This is an optimization exercise on Yosys and OpenROAD, whose aim is small area, not a production implementation.
In this exercise RTL edits were held to simulation tests only and were not proved equivalent to the original.
Power figures rest on the tool's default switching activity, not on a simulated workload.

==> flow/design.v <==
module oscq_sine (
    input  wire        q0,
    input  wire [7:0]  i,
    output wire [12:0] val
);
    wire [8:0] k = q0 ? (9'd256 - {1'b0, i}) : {1'b0, i};
    wire [5:0] h = k[8:3];
    wire [2:0] l = k[2:0];
    wire [12:0] a;
    wire [4:0] b;
    wire [1:0] r;
    oscq_sine_ab u_ab (.h(h), .a(a), .b(b));
    oscq_sine_r  u_r  (.k(k), .r(r));
    wire [4:0] pp [0:2];
    assign pp[0] = b & {5{l[0]}};
    assign pp[1] = b & {5{l[1]}};
    assign pp[2] = b & {5{l[2]}};
    wire w1;
    wire w2;
    oscq_fa u_w1 (.a(a[0]), .b(r[0]), .c(pp[0][0]), .s(w1), .co(w2));
    wire w3;
    wire w4;
    oscq_fa u_w3 (.a(a[1]), .b(r[1]), .c(pp[0][1]), .s(w3), .co(w4));
    wire w5;
    wire w6;
    oscq_fa u_w5 (.a(a[2]), .b(pp[0][2]), .c(pp[1][1]), .s(w5), .co(w6));
    wire w7;
    wire w8;
    oscq_fa u_w7 (.a(a[3]), .b(pp[0][3]), .c(pp[1][2]), .s(w7), .co(w8));
    wire w9;
    wire w10;
    oscq_fa u_w9 (.a(a[4]), .b(pp[0][4]), .c(pp[1][3]), .s(w9), .co(w10));
    wire w11;
    wire w12;
    oscq_fa u_w11 (.a(a[5]), .b(pp[1][4]), .c(pp[2][3]), .s(w11), .co(w12));
    wire w13;
    wire w14;
    oscq_fa u_w13 (.a(w2), .b(w3), .c(pp[1][0]), .s(w13), .co(w14));
    wire w15;
    wire w16;
    oscq_fa u_w15 (.a(w4), .b(w5), .c(pp[2][0]), .s(w15), .co(w16));
    wire w17;
    wire w18;
    oscq_fa u_w17 (.a(w6), .b(w7), .c(pp[2][1]), .s(w17), .co(w18));
    wire w19;
    wire w20;
    oscq_fa u_w19 (.a(w8), .b(w9), .c(pp[2][2]), .s(w19), .co(w20));
    wire w21;
    wire w22;
    oscq_fa u_w21 (.a(w12), .b(a[6]), .c(pp[2][4]), .s(w21), .co(w22));
    wire w23;
    wire w24;
    oscq_fa u_w23 (.a(w20), .b(w10), .c(w11), .s(w23), .co(w24));
    wire w25;
    wire w26;
    oscq_ha u_w25 (.a(w14), .b(w15), .s(w25), .co(w26));
    wire w27;
    wire w28;
    oscq_fa u_w27 (.a(w16), .b(w17), .c(w26), .s(w27), .co(w28));
    wire w29;
    wire w30;
    oscq_fa u_w29 (.a(w18), .b(w19), .c(w28), .s(w29), .co(w30));
    wire w31;
    wire w32;
    oscq_ha u_w31 (.a(w23), .b(w30), .s(w31), .co(w32));
    wire w33;
    wire w34;
    oscq_fa u_w33 (.a(w24), .b(w21), .c(w32), .s(w33), .co(w34));
    wire w35;
    wire w36;
    oscq_fa u_w35 (.a(w22), .b(a[7]), .c(w34), .s(w35), .co(w36));
    wire w37;
    wire w38;
    oscq_ha u_w37 (.a(a[8]), .b(w36), .s(w37), .co(w38));
    wire w39;
    wire w40;
    oscq_ha u_w39 (.a(a[9]), .b(w38), .s(w39), .co(w40));
    wire w41;
    wire w42;
    oscq_ha u_w41 (.a(a[10]), .b(w40), .s(w41), .co(w42));
    wire w43;
    wire w44;
    oscq_ha u_w43 (.a(a[11]), .b(w42), .s(w43), .co(w44));
    wire w45;
    wire w46;
    oscq_ha u_w45 (.a(a[12]), .b(w44), .s(w45), .co(w46));
    assign val = {w45, w43, w41, w39, w37, w35, w33, w31, w29, w27, w25, w13, w1};
endmodule
module oscq_sine_ab (input wire [5:0] h, output reg [12:0] a, output reg [4:0] b);
    always @(*) begin
        case (h)
            6'd0: begin a = 13'd0; b = 5'd25; end
            6'd1: begin a = 13'd201; b = 5'd25; end
            6'd2: begin a = 13'd401; b = 5'd25; end
            6'd3: begin a = 13'd599; b = 5'd25; end
            6'd4: begin a = 13'd799; b = 5'd24; end
            6'd5: begin a = 13'd995; b = 5'd24; end
            6'd6: begin a = 13'd1188; b = 5'd24; end
            6'd7: begin a = 13'd1376; b = 5'd24; end
            6'd8: begin a = 13'd1567; b = 5'd23; end
            6'd9: begin a = 13'd1751; b = 5'd22; end
            6'd10: begin a = 13'd1930; b = 5'd22; end
            6'd11: begin a = 13'd2105; b = 5'd21; end
            6'd12: begin a = 13'd2272; b = 5'd21; end
            6'd13: begin a = 13'd2439; b = 5'd20; end
            6'd14: begin a = 13'd2598; b = 5'd19; end
            6'd15: begin a = 13'd2750; b = 5'd18; end
            6'd16: begin a = 13'd2896; b = 5'd17; end
            6'd17: begin a = 13'd3031; b = 5'd17; end
            6'd18: begin a = 13'd3166; b = 5'd15; end
            6'd19: begin a = 13'd3290; b = 5'd14; end
            6'd20: begin a = 13'd3402; b = 5'd14; end
            6'd21: begin a = 13'd3513; b = 5'd12; end
            6'd22: begin a = 13'd3612; b = 5'd11; end
            6'd23: begin a = 13'd3702; b = 5'd10; end
            6'd24: begin a = 13'd3784; b = 5'd9; end
            6'd25: begin a = 13'd3856; b = 5'd8; end
            6'd26: begin a = 13'd3918; b = 5'd7; end
            6'd27: begin a = 13'd3970; b = 5'd6; end
            6'd28: begin a = 13'd4017; b = 5'd4; end
            6'd29: begin a = 13'd4051; b = 5'd3; end
            6'd30: begin a = 13'd4075; b = 5'd2; end
            6'd31: begin a = 13'd4088; b = 5'd1; end
            6'd32: begin a = 13'd4096; b = 5'd0; end
            default: begin a = 13'd0; b = 5'd0; end
        endcase
    end
endmodule
module oscq_sine_r (input wire [8:0] k, output reg [1:0] r);
    always @(*) begin
        case (k)
            9'd0: r = 2'd0;
            9'd1: r = 2'd0;
            9'd2: r = 2'd0;
            9'd3: r = 2'd0;
            9'd4: r = 2'd0;
            9'd5: r = 2'd0;
            9'd6: r = 2'd0;
            9'd7: r = 2'd0;
            9'd8: r = 2'd0;
            9'd9: r = 2'd0;
            9'd10: r = 2'd0;
            9'd11: r = 2'd0;
            9'd12: r = 2'd0;
            9'd13: r = 2'd0;
            9'd14: r = 2'd0;
            9'd15: r = 2'd0;
            9'd16: r = 2'd0;
            9'd17: r = 2'd0;
            9'd18: r = 2'd0;
            9'd19: r = 2'd0;
            9'd20: r = 2'd0;
            9'd21: r = 2'd0;
            9'd22: r = 2'd0;
            9'd23: r = 2'd0;
            9'd24: r = 2'd2;
            9'd25: r = 2'd1;
            9'd26: r = 2'd1;
            9'd27: r = 2'd1;
            9'd28: r = 2'd1;
            9'd29: r = 2'd1;
            9'd30: r = 2'd0;
            9'd31: r = 2'd0;
            9'd32: r = 2'd0;
            9'd33: r = 2'd0;
            9'd34: r = 2'd1;
            9'd35: r = 2'd1;
            9'd36: r = 2'd2;
            9'd37: r = 2'd3;
            9'd38: r = 2'd3;
            9'd39: r = 2'd3;
            9'd40: r = 2'd0;
            9'd41: r = 2'd0;
            9'd42: r = 2'd0;
            9'd43: r = 2'd1;
            9'd44: r = 2'd1;
            9'd45: r = 2'd1;
            9'd46: r = 2'd1;
            9'd47: r = 2'd1;
            9'd48: r = 2'd1;
            9'd49: r = 2'd1;
            9'd50: r = 2'd1;
            9'd51: r = 2'd1;
            9'd52: r = 2'd0;
            9'd53: r = 2'd0;
            9'd54: r = 2'd0;
            9'd55: r = 2'd0;
            9'd56: r = 2'd3;
            9'd57: r = 2'd3;
            9'd58: r = 2'd3;
            9'd59: r = 2'd2;
            9'd60: r = 2'd2;
            9'd61: r = 2'd1;
            9'd62: r = 2'd0;
            9'd63: r = 2'd0;
            9'd64: r = 2'd0;
            9'd65: r = 2'd0;
            9'd66: r = 2'd0;
            9'd67: r = 2'd0;
            9'd68: r = 2'd0;
            9'd69: r = 2'd0;
            9'd70: r = 2'd0;
            9'd71: r = 2'd0;
            9'd72: r = 2'd0;
            9'd73: r = 2'd1;
            9'd74: r = 2'd1;
            9'd75: r = 2'd2;
            9'd76: r = 2'd2;
            9'd77: r = 2'd3;
            9'd78: r = 2'd3;
            9'd79: r = 2'd3;
            9'd80: r = 2'd0;
            9'd81: r = 2'd1;
            9'd82: r = 2'd1;
            9'd83: r = 2'd1;
            9'd84: r = 2'd0;
            9'd85: r = 2'd0;
            9'd86: r = 2'd0;
            9'd87: r = 2'd0;
            9'd88: r = 2'd0;
            9'd89: r = 2'd1;
            9'd90: r = 2'd1;
            9'd91: r = 2'd2;
            9'd92: r = 2'd2;
            9'd93: r = 2'd2;
            9'd94: r = 2'd2;
            9'd95: r = 2'd2;
            9'd96: r = 2'd3;
            9'd97: r = 2'd3;
            9'd98: r = 2'd3;
            9'd99: r = 2'd2;
            9'd100: r = 2'd2;
            9'd101: r = 2'd2;
            9'd102: r = 2'd1;
            9'd103: r = 2'd0;
            9'd104: r = 2'd1;
            9'd105: r = 2'd1;
            9'd106: r = 2'd1;
            9'd107: r = 2'd1;
            9'd108: r = 2'd1;
            9'd109: r = 2'd0;
            9'd110: r = 2'd0;
            9'd111: r = 2'd0;
            9'd112: r = 2'd0;
            9'd113: r = 2'd0;
            9'd114: r = 2'd1;
            9'd115: r = 2'd1;
            9'd116: r = 2'd1;
            9'd117: r = 2'd1;
            9'd118: r = 2'd1;
            9'd119: r = 2'd1;
            9'd120: r = 2'd0;
            9'd121: r = 2'd1;
            9'd122: r = 2'd1;
            9'd123: r = 2'd2;
            9'd124: r = 2'd2;
            9'd125: r = 2'd2;
            9'd126: r = 2'd2;
            9'd127: r = 2'd2;
            9'd128: r = 2'd0;
            9'd129: r = 2'd1;
            9'd130: r = 2'd1;
            9'd131: r = 2'd2;
            9'd132: r = 2'd2;
            9'd133: r = 2'd2;
            9'd134: r = 2'd3;
            9'd135: r = 2'd3;
            9'd136: r = 2'd3;
            9'd137: r = 2'd3;
            9'd138: r = 2'd3;
            9'd139: r = 2'd3;
            9'd140: r = 2'd2;
            9'd141: r = 2'd1;
            9'd142: r = 2'd1;
            9'd143: r = 2'd0;
            9'd144: r = 2'd0;
            9'd145: r = 2'd1;
            9'd146: r = 2'd1;
            9'd147: r = 2'd2;
            9'd148: r = 2'd3;
            9'd149: r = 2'd3;
            9'd150: r = 2'd3;
            9'd151: r = 2'd3;
            9'd152: r = 2'd0;
            9'd153: r = 2'd0;
            9'd154: r = 2'd1;
            9'd155: r = 2'd2;
            9'd156: r = 2'd2;
            9'd157: r = 2'd3;
            9'd158: r = 2'd3;
            9'd159: r = 2'd3;
            9'd160: r = 2'd3;
            9'd161: r = 2'd3;
            9'd162: r = 2'd3;
            9'd163: r = 2'd3;
            9'd164: r = 2'd2;
            9'd165: r = 2'd1;
            9'd166: r = 2'd1;
            9'd167: r = 2'd0;
            9'd168: r = 2'd0;
            9'd169: r = 2'd1;
            9'd170: r = 2'd1;
            9'd171: r = 2'd2;
            9'd172: r = 2'd2;
            9'd173: r = 2'd3;
            9'd174: r = 2'd3;
            9'd175: r = 2'd3;
            9'd176: r = 2'd0;
            9'd177: r = 2'd1;
            9'd178: r = 2'd1;
            9'd179: r = 2'd2;
            9'd180: r = 2'd2;
            9'd181: r = 2'd2;
            9'd182: r = 2'd3;
            9'd183: r = 2'd2;
            9'd184: r = 2'd0;
            9'd185: r = 2'd1;
            9'd186: r = 2'd2;
            9'd187: r = 2'd2;
            9'd188: r = 2'd2;
            9'd189: r = 2'd2;
            9'd190: r = 2'd2;
            9'd191: r = 2'd2;
            9'd192: r = 2'd0;
            9'd193: r = 2'd0;
            9'd194: r = 2'd1;
            9'd195: r = 2'd1;
            9'd196: r = 2'd1;
            9'd197: r = 2'd1;
            9'd198: r = 2'd1;
            9'd199: r = 2'd1;
            9'd200: r = 2'd0;
            9'd201: r = 2'd1;
            9'd202: r = 2'd1;
            9'd203: r = 2'd1;
            9'd204: r = 2'd1;
            9'd205: r = 2'd1;
            9'd206: r = 2'd0;
            9'd207: r = 2'd0;
            9'd208: r = 2'd1;
            9'd209: r = 2'd1;
            9'd210: r = 2'd1;
            9'd211: r = 2'd1;
            9'd212: r = 2'd1;
            9'd213: r = 2'd1;
            9'd214: r = 2'd0;
            9'd215: r = 2'd0;
            9'd216: r = 2'd3;
            9'd217: r = 2'd3;
            9'd218: r = 2'd3;
            9'd219: r = 2'd2;
            9'd220: r = 2'd2;
            9'd221: r = 2'd1;
            9'd222: r = 2'd1;
            9'd223: r = 2'd0;
            9'd224: r = 2'd0;
            9'd225: r = 2'd1;
            9'd226: r = 2'd1;
            9'd227: r = 2'd2;
            9'd228: r = 2'd2;
            9'd229: r = 2'd2;
            9'd230: r = 2'd3;
            9'd231: r = 2'd2;
            9'd232: r = 2'd0;
            9'd233: r = 2'd1;
            9'd234: r = 2'd1;
            9'd235: r = 2'd2;
            9'd236: r = 2'd2;
            9'd237: r = 2'd2;
            9'd238: r = 2'd2;
            9'd239: r = 2'd1;
            9'd240: r = 2'd1;
            9'd241: r = 2'd1;
            9'd242: r = 2'd1;
            9'd243: r = 2'd2;
            9'd244: r = 2'd1;
            9'd245: r = 2'd1;
            9'd246: r = 2'd1;
            9'd247: r = 2'd0;
            9'd248: r = 2'd3;
            9'd249: r = 2'd3;
            9'd250: r = 2'd3;
            9'd251: r = 2'd3;
            9'd252: r = 2'd2;
            9'd253: r = 2'd2;
            9'd254: r = 2'd1;
            9'd255: r = 2'd0;
            9'd256: r = 2'd0;
            default: r = 2'd0;
        endcase
    end
endmodule
module oscq_wave (
    input  wire [2:0]  op,       
    input  wire [31:0] phase,
    input  wire [31:0] duty,
    input  wire [31:0] xin,
    input  wire [15:0] imm16,
    output wire [15:0] sample
);
    wire p31 = phase[31];
    wire s_sin = (op == 3'd1);
    wire s_rmp = (op == 3'd2);
    wire s_tri = (op == 3'd3);
    wire s_pwm = (op == 3'd4);
    wire s_qx  = (op == 3'd5);
    wire s_imm = op[2] & op[1];       
    wire [12:0] smag;
    oscq_sine u_sine (.q0(phase[30]), .i(phase[29:22]), .val(smag));
    wire [15:0] sin_m = {3'b000, smag};
    wire [15:0] ramp_b = {{4{~p31}}, phase[30:19]};
    wire        ramp_c = ~p31 & (|phase[18:0]);
    wire [15:0] tri_t  = {{4{~phase[30]}}, phase[29:18]};
    wire        tri_tc = ~phase[30] & (|phase[17:0]);
    wire gt;
    oscq_cmp32 u_cmp (.a(phase), .b(duty), .gt(gt));
    wire [15:0] pwm_b = {~gt, ~gt, ~gt, 1'b1, 12'd0};
    wire [15:0] qx_b = xin[27:12];
    wire        qx_c = xin[31] & (|xin[11:0]);
    wire neg = p31 & (s_sin | s_tri);
    wire [15:0] base;
    genvar j;
    generate
        for (j = 0; j < 16; j = j + 1) begin : g_b
            oscq_wsel u_s (.s1(s_sin), .v1(sin_m[j]), .s2(s_tri), .v2(tri_t[j]), .s3(s_rmp), .v3(ramp_b[j]),
                           .s4(s_pwm), .v4(pwm_b[j]), .s5(s_qx), .v5(qx_b[j]), .s6(s_imm), .v6(imm16[j]),
                           .x(neg), .y(base[j]));
        end
    endgenerate
    wire cin = neg ^ ((s_tri & tri_tc) | (s_rmp & ramp_c) | (s_qx & qx_c));
    oscq_inc16 u_inc (.a(base), .ci(cin), .s(sample));
endmodule
module oscq_inc16 (input wire [15:0] a, input wire ci, output wire [15:0] s);
    wire [16:0] c;
    assign c[0] = ci;
    genvar i;
    generate
        for (i = 0; i < 16; i = i + 1) begin : g_i
            oscq_ha u_h (.a(a[i]), .b(c[i]), .s(s[i]), .co(c[i+1]));
        end
    endgenerate
endmodule
module oscq_gtc (input wire a, input wire bn, input wire ci, output wire co);
    assign co = (a & bn) | (ci & (a | bn));
endmodule
module oscq_cmp32 (input wire [31:0] a, input wire [31:0] b, output wire gt);
    wire [31:0] bn = ~b;
    wire [16:0] cl;
    wire [16:0] c0;
    wire [16:0] c1;
    assign cl[0] = 1'b0;
    assign c0[0] = 1'b0;
    assign c1[0] = 1'b1;
    genvar i;
    generate
        for (i = 0; i < 16; i = i + 1) begin : g_c
            oscq_gtc u_l  (.a(a[i]),      .bn(bn[i]),      .ci(cl[i]), .co(cl[i+1]));
            oscq_gtc u_h0 (.a(a[16 + i]), .bn(bn[16 + i]), .ci(c0[i]), .co(c0[i+1]));
            oscq_gtc u_h1 (.a(a[16 + i]), .bn(bn[16 + i]), .ci(c1[i]), .co(c1[i+1]));
        end
    endgenerate
    assign gt = cl[16] ? c1[16] : c0[16];
endmodule
module oscq_wsel (input wire s1, input wire v1, input wire s2, input wire v2, input wire s3, input wire v3,
                  input wire s4, input wire v4, input wire s5, input wire v5, input wire s6, input wire v6,
                  input wire x, output wire y);
    assign y = x ^ ((s1 & v1) | (s2 & v2) | (s3 & v3) | (s4 & v4) | (s5 & v5) | (s6 & v6));
endmodule
module oscq (
    input  wire        clk,
    input  wire        rst,         
    input  wire        tx_valid,
    input  wire        tx_rw,       
    input  wire [3:0]  tx_idx,
    input  wire [31:0] tx_data,
    output reg         rd_valid,
    output wire [31:0] rd_data,
    output reg         smp_valid,
    output wire [15:0] smp_data,
    output wire        done
);
    reg [31:0] freq_r;
    reg [31:0] phase_r;
    reg [31:0] duty_r;
    reg [31:0] count_r;
    reg [31:0] xin_r;
    reg [15:0] sample_r;
    reg        err_overrun;
    reg        err_illcmd;
    reg        err_addr;
    reg [2:0]  rd_sel;
    assign done     = ~|count_r;
    assign smp_data = sample_r;
    wire       is_rd   = tx_valid & ~tx_rw;
    wire       is_wr   = tx_valid &  tx_rw;
    wire [2:0] op      = tx_data[2:0];
    wire [15:0] imm16  = tx_data[31:16];
    wire lo_slot  = ~tx_idx[3] & (~tx_idx[2] | (tx_idx[1:0] == 2'b00));    
    wire wr_reg   = is_wr & lo_slot;
    wire wr_cmd   = is_wr & (tx_idx == 4'd5);
    wire addr_err = (is_rd & (tx_idx[3] | (tx_idx[2:0] == 3'd5))) |
                    (is_wr & (tx_idx[3] | (tx_idx[2:1] == 2'b11)));
    wire cmd_legal = (tx_data[15:3] == 13'd0) & ((op == 3'd6) | (imm16 == 16'd0));
    wire cmd_ok    = wr_cmd & cmd_legal;
    wire ill_cmd   = wr_cmd & ~cmd_legal;
    wire is_osc    = cmd_ok & ((op != 3'd0) & ~op[2] | (op == 3'd4));
    wire overrun   = is_osc & done;
    wire osc_go    = is_osc & ~done;
    wire do_xp     = cmd_ok & ((op == 3'd5) | (op == 3'd6));
    wire do_reset  = cmd_ok & (op == 3'd7);
    wire emit      = osc_go | do_xp;
    wire clr       = rst | do_reset;
    wire [31:0] phase_sum;
    wire [31:0] count_dec;       
    oscq_add32 u_add (.a(phase_r), .b(freq_r), .s(phase_sum));
    oscq_dec32 u_dec (.a(count_r), .g(osc_go), .s(count_dec));
    wire [15:0] new_sample;
    oscq_wave u_wave (
        .op    (op),
        .phase (phase_r),
        .duty  (duty_r),
        .xin   (xin_r),
        .imm16 (imm16),
        .sample(new_sample)
    );
    wire [7:0] rs;      
    assign rs[0] = (rd_sel == 3'd0);
    assign rs[1] = (rd_sel == 3'd1);
    assign rs[2] = (rd_sel == 3'd2);
    assign rs[3] = (rd_sel == 3'd3);
    assign rs[4] = (rd_sel == 3'd4);
    assign rs[5] = 1'b0;
    assign rs[6] = (rd_sel == 3'd6);
    assign rs[7] = (rd_sel == 3'd7);
    wire [31:0] smp_ext = {{16{sample_r[15]}}, sample_r};
    wire [3:0]  status  = {err_addr, err_illcmd, err_overrun, done};
    genvar gi;
    generate
        for (gi = 0; gi < 32; gi = gi + 1) begin : g_rd
            if (gi < 4) begin : g_st
                oscq_rd7 u_rd (.s(rs), .f(freq_r[gi]), .p(phase_r[gi]), .d(duty_r[gi]), .c(count_r[gi]),
                               .x(xin_r[gi]), .m(smp_ext[gi]), .t(status[gi]), .y(rd_data[gi]));
            end else begin : g_no
                oscq_rd6 u_rd (.s(rs), .f(freq_r[gi]), .p(phase_r[gi]), .d(duty_r[gi]), .c(count_r[gi]),
                               .x(xin_r[gi]), .m(smp_ext[gi]), .y(rd_data[gi]));
            end
        end
    endgenerate
    wire wr_freq  = wr_reg & (tx_idx[2:0] == 3'd0);
    wire wr_phase = wr_reg & (tx_idx[2:0] == 3'd1);
    wire wr_duty  = wr_reg & (tx_idx[2:0] == 3'd2);
    wire wr_count = wr_reg & (tx_idx[2:0] == 3'd3);
    wire wr_xin   = wr_reg & tx_idx[2];
    wire w_freq  = wr_freq  & ~rst,  h_freq  = ~(wr_freq  | clr);
    wire w_duty  = wr_duty  & ~rst,  h_duty  = ~(wr_duty  | clr);
    wire w_xin   = wr_xin   & ~rst,  h_xin   = ~(wr_xin   | clr);
    wire w_phase = wr_phase & ~rst,  g_phase = osc_go & ~rst,  h_phase = ~(wr_phase | osc_go | clr);
    wire w_count = wr_count & ~rst,  h_count = ~(wr_count | clr);
    wire w_smp   = emit & ~rst,      h_smp   = ~(emit | clr);
    wire [31:0] freq_nx, duty_nx, xin_nx, phase_nx, count_nx;
    wire [15:0] sample_nx;
    generate
        for (gi = 0; gi < 32; gi = gi + 1) begin : g_up
            oscq_upd2 u_f (.w(w_freq),  .d(tx_data[gi]), .h(h_freq),  .q(freq_r[gi]),  .y(freq_nx[gi]));
            oscq_upd2 u_d (.w(w_duty),  .d(tx_data[gi]), .h(h_duty),  .q(duty_r[gi]),  .y(duty_nx[gi]));
            oscq_upd2 u_x (.w(w_xin),   .d(tx_data[gi]), .h(h_xin),   .q(xin_r[gi]),   .y(xin_nx[gi]));
            oscq_upd2 u_c (.w(w_count), .d(tx_data[gi]), .h(h_count), .q(count_dec[gi]), .y(count_nx[gi]));
            oscq_upd3 u_p (.w(w_phase), .d(tx_data[gi]), .g(g_phase), .u(phase_sum[gi]),
                           .h(h_phase), .q(phase_r[gi]), .y(phase_nx[gi]));
        end
        for (gi = 0; gi < 16; gi = gi + 1) begin : g_us
            oscq_upd2 u_s (.w(w_smp), .d(new_sample[gi]), .h(h_smp), .q(sample_r[gi]), .y(sample_nx[gi]));
        end
    endgenerate
    always @(posedge clk) begin
        freq_r   <= freq_nx;
        phase_r  <= phase_nx;
        duty_r   <= duty_nx;
        count_r  <= count_nx;
        xin_r    <= xin_nx;
        sample_r <= sample_nx;
        if (clr) begin
            err_overrun <= 1'b0;
            err_illcmd  <= 1'b0;
            err_addr    <= 1'b0;
        end else begin
            if (overrun)  err_overrun <= 1'b1;
            if (ill_cmd)  err_illcmd  <= 1'b1;
            if (addr_err) err_addr    <= 1'b1;
        end
    end
    always @(posedge clk) begin
        rd_valid  <= ~rst & is_rd;
        smp_valid <= ~rst & emit;
        rd_sel    <= tx_idx[3] ? 3'd5 : tx_idx[2:0];
    end
endmodule
module oscq_fa (input wire a, input wire b, input wire c, output wire s, output wire co);
    assign s  = a ^ b ^ c;
    assign co = (a & b) | (c & (a ^ b));
endmodule
module oscq_ha (input wire a, input wire b, output wire s, output wire co);
    assign s  = a ^ b;
    assign co = a & b;
endmodule
module oscq_zc_n (input wire z, input wire a, output wire zn);
    assign zn = ~(z & ~a);
endmodule
module oscq_zc_p (input wire zn, input wire a, output wire z);
    assign z = ~(zn | a);
endmodule
module oscq_add32 (input wire [31:0] a, input wire [31:0] b, output wire [31:0] s);
    wire [16:0] cl;
    wire [16:0] ch;
    wire [15:0] h0;
    oscq_ha u_l0 (.a(a[0]),  .b(b[0]),  .s(s[0]), .co(cl[1]));
    oscq_ha u_h0 (.a(a[16]), .b(b[16]), .s(h0[0]), .co(ch[1]));
    genvar i;
    generate
        for (i = 1; i < 16; i = i + 1) begin : g_rc
            oscq_fa u_l (.a(a[i]),      .b(b[i]),      .c(cl[i]), .s(s[i]),  .co(cl[i+1]));
            oscq_fa u_h (.a(a[16 + i]), .b(b[16 + i]), .c(ch[i]), .s(h0[i]), .co(ch[i+1]));
        end
    endgenerate
    wire [15:0] p;
    assign p[0] = 1'b1;
    generate
        for (i = 1; i < 16; i = i + 1) begin : g_p
            assign p[i] = p[i-1] & h0[i-1];
        end
    endgenerate
    assign s[31:16] = h0 ^ (p & {16{cl[16]}});
endmodule
module oscq_dec32 (input wire [31:0] a, input wire g, output wire [31:0] s);
    wire [32:0] z;    
    assign z[0] = g;
    genvar i;
    generate
        for (i = 0; i < 32; i = i + 2) begin : g_d
            oscq_zc_n u_n (.z(z[i]),     .a(a[i]),   .zn(z[i+1]));
            oscq_zc_p u_p (.zn(z[i+1]),  .a(a[i+1]), .z(z[i+2]));
            assign s[i]   = a[i] ^ z[i];
            assign s[i+1] = ~(a[i+1] ^ z[i+1]);
        end
    endgenerate
endmodule
module oscq_upd2 (input wire w, input wire d, input wire h, input wire q, output wire y);
    assign y = (w & d) | (h & q);
endmodule
module oscq_upd3 (input wire w, input wire d, input wire g, input wire u,
                  input wire h, input wire q, output wire y);
    assign y = (w & d) | (g & u) | (h & q);
endmodule
module oscq_rd6 (input wire [7:0] s, input wire f, input wire p, input wire d, input wire c,
                 input wire x, input wire m, output wire y);
    wire n1, n2;
    oscq_aoi222 u_1 (.a(s[0]), .b(f), .c(s[1]), .d(p), .e(s[2]), .f(d), .y(n1));
    oscq_aoi222 u_2 (.a(s[3]), .b(c), .c(s[4]), .d(x), .e(s[6]), .f(m), .y(n2));
    assign y = ~(n1 & n2);
endmodule
module oscq_rd7 (input wire [7:0] s, input wire f, input wire p, input wire d, input wire c,
                 input wire x, input wire m, input wire t, output wire y);
    wire n1, n2;
    oscq_aoi222 u_1 (.a(s[0]), .b(f), .c(s[1]), .d(p), .e(s[2]), .f(d), .y(n1));
    oscq_aoi222 u_2 (.a(s[3]), .b(c), .c(s[4]), .d(x), .e(s[6]), .f(m), .y(n2));
    assign y = ~(n1 & n2 & ~(s[7] & t));
endmodule
module oscq_aoi222 (input wire a, input wire b, input wire c, input wire d, input wire e, input wire f,
                    output wire y);
    assign y = ~((a & b) | (c & d) | (e & f));
endmodule
==> flow/flow/run.sh <==
#!/bin/bash
# Own layout flow: the standard layout (standard.sh: ORFS synthesis unchanged,
# then floorplan to finish) with two layout options changed:
#  - ports are buffered with the small sky130_fd_sc_hd__buf_1 instead of the
#    buffer buffer_ports picks by itself (still one buffer on every input and
#    output port);
#  - after global routing, repair_timing's power recovery downsizes cells on
#    paths with positive slack (RECOVER_POWER, percent of such paths).
# Every tool's output goes to the ORFS logs under orfs/logs and, for the make
# run as a whole, to standard.log in this folder.
set -euo pipefail
export BUFFER_PORTS_ARGS="-buffer_cell sky130_fd_sc_hd__buf_1"
export RECOVER_POWER=100
bash standard.sh > standard.log 2>&1
==> flow/standard.sh <==
#!/bin/bash
# synth_recipe.tcl (not shown) runs the flow's synth.tcl, then flattens the netlist and writes it again
# the make line also repeats each setting of config.mk as NAME=value (left out here)
make -C /OpenROAD-flow-scripts/flow DESIGN_CONFIG=/design/flow/config.mk WORK_HOME=/design/flow/orfs CLKGATE_MAP_FILE= SYNTH_SCRIPT=/design/flow/synth_recipe.tcl "${@:-finish}"
==> flow/config.mk <==
export PLATFORM = sky130hd
export DESIGN_NAME = oscq
export DESIGN_NICKNAME = oscq
export VERILOG_FILES = /design/flow/design.v
export SDC_FILE = /design/flow/constraint.sdc
export NUM_CORES = 4
export LEC_CHECK = 0
export CAP_MARGIN = 20
export CORE_MARGIN = 2
export CORE_UTILIZATION = 40
export SLEW_MARGIN = 20
export SYNTH_HIERARCHICAL = 1
export SYNTH_MEMORY_MAX_BITS = 16384
==> flow/constraint.sdc <==
create_clock -name core_clock -period 10.0 [get_ports {clk}]
set_input_delay 2.0000 -clock core_clock [delete_from_list [all_inputs] [get_ports {clk}]]
set_output_delay 2.0000 -clock core_clock [all_outputs]
set_load 0.01 [all_outputs]
==> impl_metrics.tcl, run 1 <==
set metrics [dict create \
    crit_path_start "phase_r[22]" \
    globalRouteTotalUtil_pct 25.0 \
    max_clock_freq_mhz 110 \
    gr-total-overflow 0 \
    clock_skew_ns 0.00898 \
    clk-insertion-delay-late_ns 0.44 \
    worstPathArrival_ns 9.46 \
    cts_tree "built" \
    grt_pass1_wl_mm 62.2 \
    cts_hold_buf 0 \
    dieArea_mm2 0.0321 \
    routedWlPerCell_um 22.5 \
    syn_area_per_cell_um2 9.92 \
    drcViolationCount 0 \
    die_h_um 179 \
    r2r_start "phase_r[22]" \
    io_buffers 90 \
    slowest_stage "xnor2_2" \
    ant_nets 0 \
    fin_crit_sh_pct 91.3 \
    hp-class "reg2reg" \
    grt_pass1_vias 10622 \
    cpMostUsedCell "ha_1" \
    r2r_slack_ns 0.87 \
    core_region_area_mm2 0.0304 \
    reg2regPathDepth 32 \
    routabilityCongestion 0.899 \
    via_count 11078 \
    nFillCells 2985 \
    layout_commonest_cell "dfxtp_1" \
    drv_cap 6 \
    power.density_mw_per_mm2 116 \
    vias_per_cell 6.29 \
    area_delta_synth_final_pct 11.9 \
    ys_warn_count 10 \
    drive_gt1_share_pct 12.3 \
    crit_required_ns 10.33 \
    so_faults "capacitance limit, slew limit" \
    dr.first_iter.drc_count 1554 \
    cts.sinks 184 \
    stdcell_area_mm2 0.0137 \
    post_cts_resized 0 \
    start_util_pct 40.3 \
    maxSlewHeadroom_pct -123 \
    outcome "failed layout checks" \
    final_max_slew_viol_count 198 \
    final_cell_mix "dfxtp_1 (184), a22o_1 (144), a222oi_1 (96), buf_1 (86), inv_1 (85)" \
    max_stage_delay_ns 0.71 \
    fin_nets 1483 \
    crit_path_end "sample_r[15]" \
    core.rowCount 64 \
    cts.clk_slew.worst_paths_ns 0.07 \
    grt_start_max_net_pins 39 \
    synth_cells 1236 \
    fin_setup_tns_ns 0 \
    cts_max_path_buffers 2 \
    cts-buffers-inserted 17 \
    drt_wl_total_mm 39.6 \
    cts_root_buffer "clkbuf_16" \
    htreeDepth 4 \
    setup_viol 0 \
    grt_setup_unrepaired "no" \
    dpl-instance-area_mm2 0.0132 \
    n_antenna_cell 0 \
    irDropWorstVdd_uv 111 \
    synthesis.area_mm2 0.0123 \
    period_needed_ns 9.13 \
    grt_antenna_before_repair 0 \
    start_kind "flop" \
    num_io_pins 91 \
    worstSetupPathType "reg2reg" \
    worstMarginPinSlew_ns 3.33 \
    worstSetupEndpointType "flop" \
    path_max_fanout 15 \
    hold_viol_final 0 \
    r2r-end "sample_r[15]" \
    leakage_uw 0.00575 \
    die-width_um 179 \
    first_pass_iters 7 \
    post-cts-setup-buffers 0 \
    dp_hpwl_mm 27.4 \
]
[routing by layer]
metal | vias to the layer above | share of wire, % | track usage, %
li1 | 5062 | - | -
met5 | - | 0 | 0
met4 | 0 | 3.3 | 10.0
met2 | 450 | 46 | 38.9
met3 | 64 | 6.4 | 3.52
met1 | 5502 | 44 | 34.8
[state kept, by name (all words and copies together) (netlist names), 3 cells and up]
signal,flops
count_r,32
duty_r,32
freq_r,32
phase_r,32
xin_r,32
sample_r,16
rd_sel,3
[per-stage QoR]
stage	utilization, %	setup slack (ns)	hold WS, ns	total power [uW]	std cells
2_1_floorplan	-	1.48	0.437	852	1251
3_3_place_gp	43.4	1.21	0.454	916	1728
3_5_place_dp	43.4	0.991	0.454	916	1728
4_1_cts	45.4	0.987	0.476	1600	1760
5_1_grt	45.1	0.452	0.499	1650	1760
6_report	45.1	0.874	0.471	1590	1760
[cell type report]
cell class	count	area (um2)	share of cell area (%)
clock buffer	19	453	3.30
tap	396	495	3.61
clock inverter	13	145	1.06
timing repair buffer	119	537	3.91
inverter	88	330	2.41
multi-input combinational	941	8090	58.9
sequential	184	3680	26.8
[worst min-delay path by stage]
stage	start	end	slack, ns	depth (start not counted)
floorplan	err_addr	err_addr	0.44	2
global placement	xin_r[28]	xin_r[28]	0.45	1
detailed placement	xin_r[29]	xin_r[29]	0.45	1
CTS	xin_r[28]	xin_r[28]	0.48	1
global route	xin_r[29]	xin_r[29]	0.50	1
finish	xin_r[29]	xin_r[29]	0.47	1
[critical path: cells and delay by family (launching register included)]
kind	cells	cell delay [ns]
fa+ha+maj	19	5.43
simple gates	3	0.53
xor+xnor	2	0.87
compound gates	5	0.99
flops	1	0.63
buf+inv	3	0.53
[power breakdown]
| part | total [uW] | internal [uW] | switching [uW] |
|---|---|---|---|
| combinational | 154 | 53.3 | 100 |
| clock | 690 | 384 | 306 |
| sequential | 746 | 738 | 8.22 |
==> run 2: changes to the inputs <==
==> flow/flow/run.sh (replaced) <==
#!/bin/bash
# Own layout flow: the standard layout (standard.sh: ORFS synthesis unchanged,
# then floorplan to finish) with one layout option changed: ports are buffered
# with the small sky130_fd_sc_hd__buf_1 instead of the buffer that buffer_ports
# picks by itself (still one buffer on every input and output port).
# Every tool's output goes to the ORFS logs under orfs/logs and, for the make
# run as a whole, to standard.log in this folder.
set -euo pipefail
export BUFFER_PORTS_ARGS="-buffer_cell sky130_fd_sc_hd__buf_1"
bash standard.sh > standard.log 2>&1
==> run 2 against run 1 <==
The run now finishes clean. Global-route usage is the same. Clock skew grew 0.0012 ns. Die area is the same. Cell area grew 0.61%. Largest cell class unchanged. Count of clock-buffer cells in the layout is the same.
==> impl_metrics.tcl, run 2 <==
set metrics [dict create \
    drt_wl_total_mm 39.4 \
    cts_tree "built" \
    dp_hpwl_mm 27.4 \
    syn_area_per_cell_um2 9.92 \
    post-cts-setup-buffers 0 \
    cts.sinks 184 \
    slowest_stage "xnor2_2" \
    crit_path_start "phase_r[22]" \
    clock_skew_ns 0.0101 \
    hold_viol_final 0 \
    fin_nets 1483 \
    r2r_start "phase_r[22]" \
    hold_start "xin_r[29]" \
    first_pass_iters 7 \
    io_buffers 90 \
    hold_path_end "xin_r[29]" \
    period_needed_ns 8.98 \
    n_antenna_cell 0 \
    grt_pass1_vias 10622 \
    dieArea_mm2 0.0321 \
    max_clock_freq_mhz 111 \
    stdcell_area_mm2 0.0138 \
    drv_cap 0 \
    maxSlewHeadroom_pct 26.9 \
    layout_commonest_cell "dfxtp_1" \
    ant_nets 0 \
    reg2regPathDepth 32 \
    cts_root_buffer "clkbuf_16" \
    worstSetupEndpointType "flop" \
    cts-buffers-inserted 17 \
    r2r_slack_ns 1.02 \
    core_region_area_mm2 0.0304 \
    path_max_fanout 15 \
    leakage_uw 0.00578 \
    routabilityCongestion 0.899 \
    final_cell_mix "dfxtp_1 (184), a22o_1 (144), a222oi_1 (96), buf_1 (90), inv_1 (85)" \
    hp-class "reg2reg" \
    post_cts_resized 0 \
    core.rowCount 64 \
    die-width_um 179 \
    clk-insertion-delay-late_ns 0.45 \
    r2r-end "sample_r[15]" \
    fin_util_pct 45.4 \
    max_stage_delay_ns 0.68 \
    ys_warn_count 10 \
    grt_pass1_wl_mm 62.2 \
    setup_viol 0 \
    synth_cells 1236 \
    area_delta_synth_final_pct 12.6 \
    grt_antenna_before_repair 0 \
    cts_hold_buf 0 \
    start_util_pct 40.3 \
    globalRouteTotalUtil_pct 25.0 \
    start_kind "flop" \
    worstSetupPathType "reg2reg" \
    power.density_mw_per_mm2 115 \
    drcViolationCount 0 \
    vias_per_cell 6.29 \
    outcome "finished clean" \
    cts.clk_slew.worst_paths_ns 0.07 \
    fin_setup_tns_ns 0 \
    cts_max_path_buffers 2 \
    worstMarginPinSlew_ns 1.10 \
    worstPathArrival_ns 9.31 \
    cpMostUsedCell "ha_1" \
    dr.first_iter.drc_count 1491 \
    htreeDepth 4 \
    via_count 11065 \
    final_max_slew_viol_count 0 \
    irDropWorstVdd_uv 113 \
    gr-total-overflow 0 \
    dpl-instance-area_mm2 0.0132 \
    grt_setup_unrepaired "no" \
    routedWlPerCell_um 22.4 \
    synthesis.area_mm2 0.0123 \
    hold_depth 1 \
    drive_gt1_share_pct 13.5 \
    crit_required_ns 10.34 \
    fin_crit_sh_pct 89.8 \
    die_h_um 179 \
    num_io_pins 91 \
    grt_start_max_net_pins 39 \
]
run 2: worst max-delay path by stage:
stage	end	slack [ns]
after detailed placement	sample_r[15]	0.99
after floorplan	sample_r[15]	1.48
after global routing	sample_r[15]	0.54
after CTS	sample_r[15]	0.99
after global placement	sample_r[15]	1.21
final	sample_r[15]	1.02
run 2: final cells by class:
cell class,instances,area [um2]
clock buffer,19,453
tap,396,495
fill,2962,16600
timing repair buffer,119,556
clock inverter,13,145
multi-input combinational,941,8150
sequential,184,3680
inverter,88,330
run 2: report_power, final:
part	switching [uW]	internal (uW)	total [uW]	leakage (uW)
Combinational	101	54.6	155	0.00401
Clock	308	384	692	0.000286
Sequential	8.22	738	746	0.00148
run 2: routing by layer:
| metal | part of all wire [%] | up-vias | track usage [%] |
|---|---|---|---|
| met3 | 6.6 | 67 | 3.52 |
| met2 | 46 | 441 | 38.9 |
| met4 | 3.5 | 0 | 10.0 |
| li1 | - | 5063 | - |
| met1 | 44 | 5494 | 34.8 |
| met5 | 0 | - | 0 |
run 2: critical path: cells and delay by family, from the launching register on:
kind / cells / cell delay, ns
AOI/OAI and AO/OA: 5 / 0.94
xor gates and xnor gates: 2 / 0.84
adders and majority gates: 19 / 5.42
buffers and inverters: 3 / 0.52
DFF: 1 / 0.63
and+or+nand+nor: 3 / 0.50
run 2: metrics by stage:
step           hold WS (ns)  power [uW]  worst slack [ns]  std cells
6_report              0.475        1590              1.02       1760
5_1_grt               0.499        1650             0.544       1760
4_1_cts               0.476        1600             0.987       1760
3_5_place_dp          0.454         916             0.991       1728
3_3_place_gp          0.454         916              1.21       1728
2_1_floorplan         0.437         852              1.48       1251
==> run 3: changes to the inputs <==
==> flow/run.sh (new file) <==
#!/bin/bash
# synth_recipe.tcl (not shown) runs the flow's synth.tcl, then flattens the netlist and writes it again
# the make line also repeats each setting of config.mk as NAME=value (left out here)
make -C /OpenROAD-flow-scripts/flow DESIGN_CONFIG=/design/flow/config.mk WORK_HOME=/design/flow/orfs CLKGATE_MAP_FILE= SYNTH_SCRIPT=/design/flow/synth_recipe.tcl finish
removed: flow/flow/run.sh
removed: flow/standard.sh
==> run 3 against run 2 <==
First-iteration DRC count fell by 10%. Fmax grew 2.7%. Routed wire length grew 1.7%. Total power grew 2.0%. Sequential power about the same. Cell area up 4.4%. Count of clock-buffer cells in the layout up 2. Combinational power rose by 11%. Critical path type unchanged. Non-clock buffer count is 4 higher. Highest routed layer unchanged. Register-to-register slack improved by 0.24 ns.
==> impl_metrics.tcl, run 3 <==
set metrics [dict create \
    syn_area_per_cell_um2 9.92 \
    hp-class "reg2reg" \
    clk-insertion-delay-late_ns 0.44 \
    layout_commonest_cell "dfxtp_1" \
    hold_viol_final 0 \
    drt_wl_total_mm 40.1 \
    first_pass_iters 10 \
    reg2regPathDepth 31 \
    fin_nets 1487 \
    path_max_fanout 54 \
    io_buffers 90 \
    r2r-end "sample_r[15]" \
    outcome "finished clean" \
    cts.sinks 184 \
    cts-buffers-inserted 17 \
    dr.first_iter.drc_count 1335 \
    grt_start_max_net_pins 55 \
    core.rowCount 64 \
    crit_path_start "phase_r[22]" \
    irDropWorstVdd_uv 118 \
    cts_tree "built" \
    final_cell_mix "dfxtp_1 (184), a22o_1 (144), a222oi_1 (96), clkdlybuf4s50_1 (90), inv_1 (85)" \
    htreeDepth 4 \
    n_antenna_cell 0 \
    die-width_um 179 \
    post-cts-setup-buffers 0 \
    cts_max_path_buffers 2 \
    ant_nets 0 \
    fin_setup_tns_ns 0 \
    ys_warn_count 10 \
    r2r_start "phase_r[22]" \
    maxSlewHeadroom_pct 26.0 \
    grt_pass1_wl_mm 62.8 \
    dpl-instance-area_mm2 0.0138 \
    hold-worst-slack_ns 0.484 \
    dp_hpwl_mm 27.6 \
    grt_pass1_vias 10744 \
    start_kind "flop" \
    drcViolationCount 0 \
    leakage_uw 0.00603 \
    period_needed_ns 8.74 \
    grt_antenna_before_repair 0 \
    worstMarginPinSlew_ns 1.11 \
    area_delta_synth_final_pct 17.6 \
    globalRouteTotalUtil_pct 25.3 \
    cts_hold_buf 0 \
    worstSetupPathType "reg2reg" \
    crit_required_ns 10.33 \
    max_stage_delay_ns 0.48 \
    cts_root_buffer "clkbuf_16" \
    worstPathArrival_ns 9.07 \
    drive_gt1_share_pct 13.6 \
    synth_cells 1236 \
    r2r_slack_ns 1.26 \
    num_io_pins 91 \
    crit_path_end "sample_r[15]" \
    routabilityCongestion 0.902 \
    start_util_pct 40.3 \
    stdcell_area_mm2 0.0144 \
    dieArea_mm2 0.0321 \
    cts.clk_slew.worst_paths_ns 0.07 \
    power.density_mw_per_mm2 113 \
    power_uw 1630 \
    die_h_um 179 \
    via_count 11114 \
    cpMostUsedCell "ha_1" \
    clock_skew_ns 0.00867 \
    gr-total-overflow 0 \
    core_region_area_mm2 0.0304 \
    slowest_stage "fa_1" \
    setup_viol 0 \
    post_cts_resized 0 \
    nFillCells 2895 \
    worstSetupEndpointType "flop" \
    grt_setup_unrepaired "no" \
    max_clock_freq_mhz 114 \
    synthesis.area_mm2 0.0123 \
    final_max_slew_viol_count 0 \
    fin_crit_sh_pct 87.4 \
    routedWlPerCell_um 22.7 \
    vias_per_cell 6.30 \
    drv_cap 0 \
]
run 3: cell count changes in the layout (fill, tap and decap cells not counted):
| cell | before | now |
|---|---|---|
| clkinv_4 | 4 | 2 |
| clkbuf_1 | 0 | 2 |
| a21oi_4 | 1 | 0 |
| buf_4 | 29 | 32 |
| buf_16 | 0 | 1 |
| clkinvlp_4 | 3 | 2 |
| bufinv_16 | 2 | 3 |
| inv_6 | 2 | 1 |
| clkinv_2 | 2 | 3 |
| a21oi_2 | 2 | 3 |
| buf_1 | 90 | 0 |
| clkdlybuf4s50_1 | 0 | 90 |
run 3: final cells by class:
| type | instances | area, um2 | area share (%) |
|---|---|---|---|
| flip-flops and latches | 184 | 3680 | 25.5 |
| clock buffers | 21 | 460 | 3.19 |
| repair buffers | 123 | 1170 | 8.10 |
| inverters | 88 | 330 | 2.29 |
| multi-input cells | 941 | 8140 | 56.4 |
| clock inverters | 11 | 146 | 1.01 |
| well taps | 396 | 495 | 3.43 |
run 3: stage by stage:
| step | instances | worst slack [ns] | util, % |
|---|---|---|---|
| after floorplan | 1251 | 1.48 | - |
| after global placement | 1731 | 1.34 | 45.3 |
| after detailed placement | 1731 | 1.22 | 45.3 |
| after CTS | 1763 | 1.26 | 47.3 |
| after global routing | 1764 | 0.671 | 47.4 |
| final | 1764 | 1.26 | 47.4 |
run 3: metal layers:
| layer | up-vias | track usage, % | part of all wire, % | wire length [um] |
|---|---|---|---|---|
| met1 | 5454 | 34.8 | 44 | 17700 |
| met5 | - | 0 | 0 | 0 |
| met4 | 0 | 10.5 | 3.4 | 1370 |
| met3 | 78 | 4.64 | 7.2 | 2900 |
| met2 | 500 | 39.1 | 45 | 18100 |
| li1 | 5082 | - | - | - |
run 3: worst min-delay path by stage:
stage                         start        end  slack, ns  cells past startpoint
final                     xin_r[30]  xin_r[30]       0.48                      1
after global placement    xin_r[30]  xin_r[30]       0.46                      1
after global routing      xin_r[30]  xin_r[30]       0.50                      1
after CTS                 xin_r[30]  xin_r[30]       0.48                      1
after floorplan            err_addr   err_addr       0.44                      2
after detailed placement  xin_r[29]  xin_r[29]       0.45                      1
run 3: critical path, delay by kind of cell, from the launching register on:
kind,cells,cell delay [ns]
fa+ha+maj,17,4.67
compound gates,6,1.55
buf+inv,2,0.71
flops,1,0.43
xor+xnor,2,0.34
simple gates,4,0.90
run 3: power breakdown:
part / total, uW / switching, uW / internal [uW]
combinational: 172 / 103 / 68.7
clock: 707 / 300 / 407
sequential: 747 / 8.32 / 738
==> run 4: changes to the inputs <==
--- a/flow/design.v
+++ b/flow/design.v
@@ -446,6 +446,7 @@
 module oscq_cmp32 (input wire [31:0] a, input wire [31:0] b, output wire gt);
+    localparam L = 20, H = 32 - L;
     wire [31:0] bn = ~b;
-    wire [16:0] cl;
-    wire [16:0] c0;
-    wire [16:0] c1;
+    wire [L:0] cl;
+    wire [H:0] c0;
+    wire [H:0] c1;
     assign cl[0] = 1'b0;
@@ -455,9 +456,11 @@
     generate
-        for (i = 0; i < 16; i = i + 1) begin : g_c
-            oscq_gtc u_l  (.a(a[i]),      .bn(bn[i]),      .ci(cl[i]), .co(cl[i+1]));
-            oscq_gtc u_h0 (.a(a[16 + i]), .bn(bn[16 + i]), .ci(c0[i]), .co(c0[i+1]));
-            oscq_gtc u_h1 (.a(a[16 + i]), .bn(bn[16 + i]), .ci(c1[i]), .co(c1[i+1]));
+        for (i = 0; i < L; i = i + 1) begin : g_l
+            oscq_gtc u_l  (.a(a[i]), .bn(bn[i]), .ci(cl[i]), .co(cl[i+1]));
+        end
+        for (i = 0; i < H; i = i + 1) begin : g_h
+            oscq_gtc u_h0 (.a(a[L + i]), .bn(bn[L + i]), .ci(c0[i]), .co(c0[i+1]));
+            oscq_gtc u_h1 (.a(a[L + i]), .bn(bn[L + i]), .ci(c1[i]), .co(c1[i+1]));
         end
     endgenerate
-    assign gt = cl[16] ? c1[16] : c0[16];
+    assign gt = cl[L] ? c1[H] : c0[H];
 endmodule
@@ -466,3 +469,6 @@
                   input wire x, output wire y);
-    assign y = x ^ ((s1 & v1) | (s2 & v2) | (s3 & v3) | (s4 & v4) | (s5 & v5) | (s6 & v6));
+    wire n1, n2;
+    oscq_aoi222 u_1 (.a(s1), .b(v1), .c(s2), .d(v2), .e(s3), .f(v3), .y(n1));
+    oscq_aoi222 u_2 (.a(s4), .b(v4), .c(s5), .d(v5), .e(s6), .f(v6), .y(n2));
+    assign y = x ^ ~(n1 & n2);
 endmodule
@@ -612,18 +618,21 @@
 module oscq_add32 (input wire [31:0] a, input wire [31:0] b, output wire [31:0] s);
-    wire [16:0] cl;
-    wire [16:0] ch;
-    wire [15:0] h0;
-    oscq_ha u_l0 (.a(a[0]),  .b(b[0]),  .s(s[0]), .co(cl[1]));
-    oscq_ha u_h0 (.a(a[16]), .b(b[16]), .s(h0[0]), .co(ch[1]));
+    localparam L = 19, H = 32 - L;
+    wire [L:0]   cl;
+    wire [H:0]   ch;
+    wire [H-1:0] h0;
+    oscq_ha u_l0 (.a(a[0]), .b(b[0]), .s(s[0]),  .co(cl[1]));
+    oscq_ha u_h0 (.a(a[L]), .b(b[L]), .s(h0[0]), .co(ch[1]));
     genvar i;
     generate
-        for (i = 1; i < 16; i = i + 1) begin : g_rc
-            oscq_fa u_l (.a(a[i]),      .b(b[i]),      .c(cl[i]), .s(s[i]),  .co(cl[i+1]));
-            oscq_fa u_h (.a(a[16 + i]), .b(b[16 + i]), .c(ch[i]), .s(h0[i]), .co(ch[i+1]));
+        for (i = 1; i < L; i = i + 1) begin : g_rl
+            oscq_fa u_l (.a(a[i]), .b(b[i]), .c(cl[i]), .s(s[i]), .co(cl[i+1]));
+        end
+        for (i = 1; i < H; i = i + 1) begin : g_rh
+            oscq_fa u_h (.a(a[L + i]), .b(b[L + i]), .c(ch[i]), .s(h0[i]), .co(ch[i+1]));
         end
     endgenerate
-    wire [15:0] p;
+    wire [H-1:0] p;
     assign p[0] = 1'b1;
     generate
-        for (i = 1; i < 16; i = i + 1) begin : g_p
+        for (i = 1; i < H; i = i + 1) begin : g_p
             assign p[i] = p[i-1] & h0[i-1];
@@ -631,3 +640,3 @@
     endgenerate
-    assign s[31:16] = h0 ^ (p & {16{cl[16]}});
+    assign s[31:L] = h0 ^ (p & {H{cl[L]}});
 endmodule
==> run 4 against run 3 <==
First-iteration DRC count up 18%. Largest cell class unchanged. Routed wire length down 1.3%. Flip-flop and latch count unchanged. Clock skew up 0.010 ns. Worst hold slack worse by 0.0045 ns. Still clean on timing, DRC and antenna. Combinational power down 4%.
==> impl_metrics.tcl, run 4 <==
set metrics [dict create \
    outcome "finished clean" \
    cpMostUsedCell "ha_1" \
    drcViolationCount 0 \
    clk-insertion-delay-late_ns 0.45 \
    cts_root_buffer "clkbuf_16" \
    die_h_um 177 \
    power.density_mw_per_mm2 112 \
    die-width_um 177 \
    ys_warn_count 10 \
    hold-worst-slack_ns 0.480 \
    internal_power_uw 1140 \
    grt_pass1_wl_mm 62.0 \
    drive_gt1_share_pct 12.9 \
    dpl-instance-area_mm2 0.0136 \
    maxSlewHeadroom_pct 26.5 \
    vias_per_cell 6.32 \
    netSwitchingFraction_pct 28.5 \
    fin_crit_sh_pct 90.1 \
    grt_setup_unrepaired "no" \
    cts_tree "built" \
    dieArea_mm2 0.0314 \
    drv_cap 0 \
    n_antenna_cell 0 \
    area_delta_synth_final_pct 18.1 \
    final_max_slew_viol_count 0 \
    layout_commonest_cell "dfxtp_1" \
    grt_antenna_before_repair 0 \
    post_cts_resized 0 \
    period_needed_ns 9.01 \
    gr-total-overflow 0 \
    htreeDepth 4 \
    cts.sinks 184 \
    crit_required_ns 10.33 \
    routedWlPerCell_um 22.8 \
    power_uw 1590 \
    fin_nets 1462 \
    slowest_stage "fa_1" \
    post-cts-setup-buffers 0 \
    synthesis.area_mm2 0.0120 \
    max_clock_freq_mhz 111 \
    grt_pass1_vias 10464 \
    cts-buffers-inserted 17 \
    clkPwrFrac_pct 42.9 \
    io_buffers 90 \
    cts_hold_buf 0 \
    routabilityCongestion 0.866 \
    dr.first_iter.drc_count 1577 \
    stdcell_area_mm2 0.0142 \
    nFillCells 2843 \
    fin_setup_tns_ns 0 \
    first_pass_iters 9 \
    path_max_fanout 28 \
    core_region_area_mm2 0.0296 \
    max_stage_delay_ns 0.48 \
    cts.clk_slew.worst_paths_ns 0.07 \
    hold_viol_final 0 \
    final_cell_mix "dfxtp_1 (184), a22o_1 (144), a222oi_1 (128), clkdlybuf4s50_1 (90), inv_1 (85)" \
    path_delay_family "adder cells" \
    ant_nets 0 \
    cts_max_path_buffers 2 \
    syn_area_per_cell_um2 9.96 \
    num_io_pins 91 \
    globalRouteTotalUtil_pct 25.3 \
    worstSetupPathType "reg2reg" \
    comb_power_share_pct 10.3 \
    ff_latch_area_mm2 0.00368 \
    setup_viol 0 \
    multi_input_area_mm2 0.00791 \
    synth_cells 1205 \
    worstMarginPinSlew_ns 1.10 \
    worstPathArrival_ns 9.34 \
    crit_buf_inv 4 \
    worstSetupEndpointType "flop" \
    core.rowCount 63 \
    start_util_pct 40.5 \
    start_kind "flop" \
    dp_hpwl_mm 27.7 \
    via_count 10949 \
    pwr-share-seq_pct 46.8 \
    drt_wl_total_mm 39.6 \
    clock_skew_ns 0.0190 \
    irDropWorstVdd_uv 109 \
    leakage_uw 0.00602 \
    hp-class "reg2reg" \
    grt_start_max_net_pins 47 \
    p_sw_uw 455 \
]
run 4: changes by cell type in the layout (fill, tap and decap cells not counted), sizes merged, moves of 5 or more:
cell and change:
inv +5, nand2 +15, buf +5, nand3 -18, a222oi +32, a22oi -48
run 4: area by class of cell:
class                           count  area share (%)
Timing Repair Buffer              128            8.36
Clock inverter                     14            1.12
Inverter                           88            2.33
Clock buffer                       17            3.00
Sequential cell                   184            26.0
Tap cell                          390            3.44
Multi-Input combinational cell    911            55.8
run 4: stage by stage:
stage | cells | util (%) | worst slack (ns)
6_report | 1732 | 47.8 | 0.990
5_1_grt | 1732 | 47.8 | 0.503
4_1_cts | 1732 | 47.8 | 1.01
3_5_place_dp | 1701 | 45.9 | 1.09
3_3_place_gp | 1701 | 45.9 | 1.05
2_1_floorplan | 1220 | - | 1.35
run 4: power by group through the flow:
stage	Combinational [uW]	Clock [uW]	Sequential (uW)
after floorplan	87.7	0	760
after global placement	162	0	763
after detailed placement	162	0	763
after CTS	163	691	746
after global routing	176	720	747
final	165	683	746
run 4: worst min-delay path: cells and delay by family, from the launching register on:
family | cells | cell delay [ns]
DFF | 1 | 0.33
AOI/OAI and AO/OA | 1 | 0.04
and+or+nand+nor | 1 | 0.07
run 4: worst paths after layout:
kind	startpoint	endpoint	slack, ns	cells after the start
worst max-delay path	phase_r[23]	sample_r[15]	0.99	33
worst max register to register	phase_r[23]	sample_r[15]	0.99	33
worst min register to register	err_addr	err_addr	0.48	2
worst min-delay path	err_addr	err_addr	0.48	2
run 4: per-layer routing:
metal | global-route usage [%] | routed length (um)
met1 | 35.1 | 17800
met2 | 41.7 | 18600
met3 | 3.18 | 2420
met4 | 6.18 | 707
met5 | 0 | 0
==> run 5: changes to the inputs <==
--- a/flow/design.v
+++ b/flow/design.v
@@ -424,5 +424,13 @@
         for (j = 0; j < 16; j = j + 1) begin : g_b
-            oscq_wsel u_s (.s1(s_sin), .v1(sin_m[j]), .s2(s_tri), .v2(tri_t[j]), .s3(s_rmp), .v3(ramp_b[j]),
-                           .s4(s_pwm), .v4(pwm_b[j]), .s5(s_qx), .v5(qx_b[j]), .s6(s_imm), .v6(imm16[j]),
-                           .x(neg), .y(base[j]));
+            if (j < 12) begin : g_lo           
+                oscq_wsel5 u_s (.s1(s_sin), .v1(sin_m[j]), .s2(s_tri), .v2(tri_t[j]), .s3(s_rmp), .v3(ramp_b[j]),
+                                .s4(s_qx), .v4(qx_b[j]), .s5(s_imm), .v5(imm16[j]), .x(neg), .y(base[j]));
+            end else if (j == 12) begin : g_mid
+                oscq_wsel u_s (.s1(s_sin), .v1(sin_m[j]), .s2(s_tri), .v2(tri_t[j]), .s3(s_rmp), .v3(ramp_b[j]),
+                               .s4(s_pwm), .v4(pwm_b[j]), .s5(s_qx), .v5(qx_b[j]), .s6(s_imm), .v6(imm16[j]),
+                               .x(neg), .y(base[j]));
+            end else begin : g_hi              
+                oscq_wsel5 u_s (.s1(s_tri), .v1(tri_t[j]), .s2(s_rmp), .v2(ramp_b[j]), .s3(s_pwm), .v3(pwm_b[j]),
+                                .s4(s_qx), .v4(qx_b[j]), .s5(s_imm), .v5(imm16[j]), .x(neg), .y(base[j]));
+            end
         end
@@ -448,14 +456,14 @@
     wire [31:0] bn = ~b;
-    wire [L:0] cl;
-    wire [H:0] c0;
-    wire [H:0] c1;
-    assign cl[0] = 1'b0;
-    assign c0[0] = 1'b0;
-    assign c1[0] = 1'b1;
+    wire [L:1] cl;
+    wire [H:1] c0;
+    wire [H:1] c1;
+    assign cl[1] = a[0] & bn[0];
+    assign c0[1] = a[L] & bn[L];
+    assign c1[1] = a[L] | bn[L];
     genvar i;
     generate
-        for (i = 0; i < L; i = i + 1) begin : g_l
+        for (i = 1; i < L; i = i + 1) begin : g_l
             oscq_gtc u_l  (.a(a[i]), .bn(bn[i]), .ci(cl[i]), .co(cl[i+1]));
         end
-        for (i = 0; i < H; i = i + 1) begin : g_h
+        for (i = 1; i < H; i = i + 1) begin : g_h
             oscq_gtc u_h0 (.a(a[L + i]), .bn(bn[L + i]), .ci(c0[i]), .co(c0[i+1]));
@@ -474,2 +482,8 @@
 endmodule
+module oscq_wsel5 (input wire s1, input wire v1, input wire s2, input wire v2, input wire s3, input wire v3,
+                   input wire s4, input wire v4, input wire s5, input wire v5, input wire x, output wire y);
+    wire n1;
+    oscq_aoi222 u_1 (.a(s1), .b(v1), .c(s2), .d(v2), .e(s3), .f(v3), .y(n1));
+    assign y = x ^ ~(n1 & ~((s4 & v4) | (s5 & v5)));
+endmodule
 module oscq (
==> flow/flow/run.sh (new file) <==
#!/bin/bash
# Own layout flow: the standard layout (standard.sh: ORFS synthesis unchanged,
# then floorplan to finish) with two layout options changed:
#  - ports are buffered with the small sky130_fd_sc_hd__buf_1 instead of the
#    buffer that buffer_ports picks by itself (still one buffer on every input
#    and output port);
#  - clock tree synthesis builds the tree from sky130_fd_sc_hd__clkbuf_8 and
#    inserts no dummy loads.
# Every tool's output goes to the ORFS logs under orfs/logs and, for the make
# run as a whole, to standard.log in this folder.
set -euo pipefail
export BUFFER_PORTS_ARGS="-buffer_cell sky130_fd_sc_hd__buf_1"
export CTS_ARGS="-sink_clustering_enable -repair_clock_nets -dont_use_dummy_load -buf_list sky130_fd_sc_hd__clkbuf_8"
bash standard.sh > standard.log 2>&1
==> flow/standard.sh (new file) <==
#!/bin/bash
# synth_recipe.tcl (not shown) runs the flow's synth.tcl, then flattens the netlist and writes it again
# the make line also repeats each setting of config.mk as NAME=value (left out here)
make -C /OpenROAD-flow-scripts/flow DESIGN_CONFIG=/design/flow/config.mk WORK_HOME=/design/flow/orfs CLKGATE_MAP_FILE= SYNTH_SCRIPT=/design/flow/synth_recipe.tcl "${@:-finish}"
--- a/flow/config.mk
+++ b/flow/config.mk
@@ -9,3 +9,3 @@
 export CORE_MARGIN = 2
-export CORE_UTILIZATION = 40
+export CORE_UTILIZATION = 65
 export SLEW_MARGIN = 20
removed: flow/run.sh
==> run 5 against run 4 <==
Largest power group unchanged. Critical path type unchanged. Combinational power decreased by 19%. Sequential share of layout area up 2.7 points. Area after synthesis is 0.59% lower. Die area shrank 38%. Clock skew up 0.040 ns. Critical endpoint is now phase_r[25]. Fmax rose by 1.1%.
==> impl_metrics.tcl, run 5 <==
set metrics [dict create \
    outcome "finished clean" \
    start_kind "flop" \
    grt_setup_unrepaired "no" \
    clk-insertion-delay-late_ns 0.49 \
    cts_tree "built" \
    cts_root_buffer "clkbuf_8" \
    fin_setup_tns_ns 0 \
    setup_ws_ns 1.09 \
    r2r-end "phase_r[25]" \
    dr.first_iter.drc_count 1561 \
    reg2regPathDepth 24 \
    hold_start "xin_r[28]" \
    nFillCells 1442 \
    cts_hold_buf 0 \
    worstSetupPathType "reg2reg" \
    dp_slack_ns 1.27 \
    core_region_area_mm2 0.0180 \
    crit_required_ns 10.32 \
    crit_path_start "phase_r[0]" \
    worstMarginPinSlew_ns 0.928 \
    gr-total-overflow 0 \
    period_needed_ns 8.91 \
    drive_gt1_share_pct 11.2 \
    synthesis.area_mm2 0.0119 \
    final_max_slew_viol_count 0 \
    hold_viol_final 0 \
    via_count 11008 \
    wl_met1_mm 14.9 \
    cts.sinks 184 \
    die_h_um 140 \
    setup_viol 0 \
    start_util_pct 66.4 \
    maxSlewHeadroom_pct 37.6 \
    dieArea_mm2 0.0195 \
    post_cts_resized 0 \
    cts-buffers-inserted 17 \
    syn_area_per_cell_um2 9.95 \
    wl_met2_mm 17.1 \
    globalRouteTotalUtil_pct 38.2 \
    fin_nets 1433 \
    power.density_mw_per_mm2 98.7 \
    clock_skew_ns 0.0586 \
    cts.clk_slew.worst_paths_ns 0.08 \
    r2r_start "phase_r[0]" \
    ant_nets 0 \
    area_delta_synth_final_pct 7.66 \
    htreeDepth 4 \
    highest_layer "met4" \
    path_max_fanout 5 \
    die-width_um 140 \
    grt_start_max_net_pins 44 \
    drv_cap 0 \
    drt_wl_total_mm 37.1 \
    post-cts-setup-buffers 0 \
    irDropWorstVdd_uv 87.6 \
    grt_pass1_wl_mm 59.3 \
    first_pass_iters 8 \
    cts_max_path_buffers 2 \
    core.rowCount 49 \
    final_cell_mix "dfxtp_1 (184), a22o_1 (144), a222oi_1 (113), buf_1 (90), inv_1 (83)" \
    dr_wl_met3_mm 3.90 \
    leakage_uw 0.00557 \
    vias_per_cell 7.20 \
    layout_commonest_cell "dfxtp_1" \
    ys_warn_count 10 \
    io_buffers 90 \
    n_antenna_cell 0 \
    drcViolationCount 0 \
    worstSetupEndpointType "flop" \
    r2r_slack_ns 1.09 \
    routabilityCongestion 1.01 \
    grt_pass1_vias 10609 \
    grt_antenna_before_repair 0 \
    num_io_pins 91 \
    worstPathArrival_ns 9.23 \
    routedWlPerCell_um 24.3 \
    dp_hpwl_mm 25.5 \
    hold_path_end "xin_r[28]" \
    fin_crit_sh_pct 89.1 \
    hp-class "reg2reg" \
    max_clock_freq_mhz 112 \
    hold_depth 1 \
    synth_cells 1200 \
]
run 5: cell count changes in the layout (fill, tap and decap cells not counted), sizes merged:
| cell | delta |
|---|---|
| nor2b | +2 |
| a22oi | +15 |
| inv | -8 |
| conb | -18 |
| clkdlybuf4s50 | -90 |
| a222oi | -15 |
| buf | +81 |
| maj3 | -3 |
| nand2b | +1 |
| clkinv | -8 |
run 5: final cells by class:
| type | instances | area (um2) | share of cell area [%] |
|---|---|---|---|
| repair buffers | 119 | 556 | 4.32 |
| flip-flops and latches | 184 | 3680 | 28.7 |
| clock buffers | 17 | 234 | 1.82 |
| well taps | 229 | 287 | 2.23 |
| inverters | 86 | 323 | 2.51 |
| multi-input cells | 893 | 7770 | 60.5 |
run 5: worst max-delay path: stages, from the launching register on:
cell	delay [ns]
dfxtp_1	0.37
ha_1	0.23
fa_1	0.38
fa_1	0.40
fa_1	0.42
fa_1	0.41
fa_1	0.41
fa_1	0.41
fa_1	0.39
fa_1	0.42
fa_1	0.42
fa_1	0.40
fa_1	0.42
fa_1	0.40
fa_1	0.39
fa_1	0.39
fa_1	0.41
fa_1	0.41
fa_1	0.41
fa_1	0.53
and4_2	0.27
nand4_1	0.11
xnor2_1	0.07
a222oi_1	0.25
inv_1	0.07
run 5: power breakdown:
group	leakage [uW]	switching (uW)	total [uW]	internal (uW)
logic	0.00396	90.2	134	43.7
registers	0.00148	8.06	746	738
clock network	0.000122	238	389	151
total	0.00557	336	1270	933
run 5: layer usage:
| metal | global-route usage (%) | up-vias |
|---|---|---|
| met2 | 59.2 | 662 |
| met3 | 7.78 | 88 |
| li1 | - | 4887 |
| met4 | 15.7 | 0 |
| met1 | 52.4 | 5371 |
| met5 | 0 | - |
run 5: worst max path at each step:
stage	to	slack, ns
2_1_floorplan	sample_r[15]	1.35
3_3_place_gp	phase_r[28]	1.39
3_5_place_dp	phase_r[25]	1.27
4_1_cts	phase_r[31]	1.20
5_1_grt	sample_r[15]	0.70
6_report	phase_r[25]	1.09
run 5: through the flow:
step	instance area [um2]	hold WS, ns	power (uW)	instances	util (%)
6_report	12900	0.480	1270	1528	71.5
5_1_grt	12900	0.490	1300	1528	71.5
4_1_cts	12900	0.479	1270	1528	71.5
3_5_place_dp	12600	0.459	893	1511	70.2
3_3_place_gp	12600	0.454	890	1511	70.2
2_1_floorplan	11900	0.437	835	1200	-

==> static timing again, ports no longer ideal <==
In the flow no input, the clock included, has a driving cell. The finished layouts below were timed again as built, in two steps. Step 1 (the two cells are an assumption about what drives the block):
set clk [get_ports {clk}]
set_driving_cell -lib_cell sky130_fd_sc_hd__clkbuf_16 $clk
set_driving_cell -lib_cell sky130_fd_sc_hd__buf_2 [delete_from_list [all_inputs] $clk]
Step 2, shift: input delay + t, output delay - t, t = (earliest + latest rising clock arrival at the registers) / 2. This alone moves slack from input paths to output paths. Slacks: ideal ports / drivers / drivers and shift; pairs: ideal ports / drivers.
| run | shift t [ns] | slack for setup (ns) | clock arrival spread, ns |
|---|---|---|---|
| run 1 | 0.490 | 0.874 / 0.874 / 0.874 | 0.009 / 0.010 |
| run 2 | 0.493 | 1.023 / 1.023 / 1.023 | 0.010 / 0.011 |
| run 3 | 0.484 | 1.260 / 1.260 / 1.049 | 0.008 / 0.008 |
| run 4 | 0.489 | 0.990 / 0.990 / 0.990 | 0.019 / 0.019 |
| run 5 | 0.502 | 1.087 / 1.087 / 1.087 | 0.059 / 0.058 |
The setup slack of run 3, which loses most, moves by 0.000 ns with the drivers and by -0.211 ns with both steps.
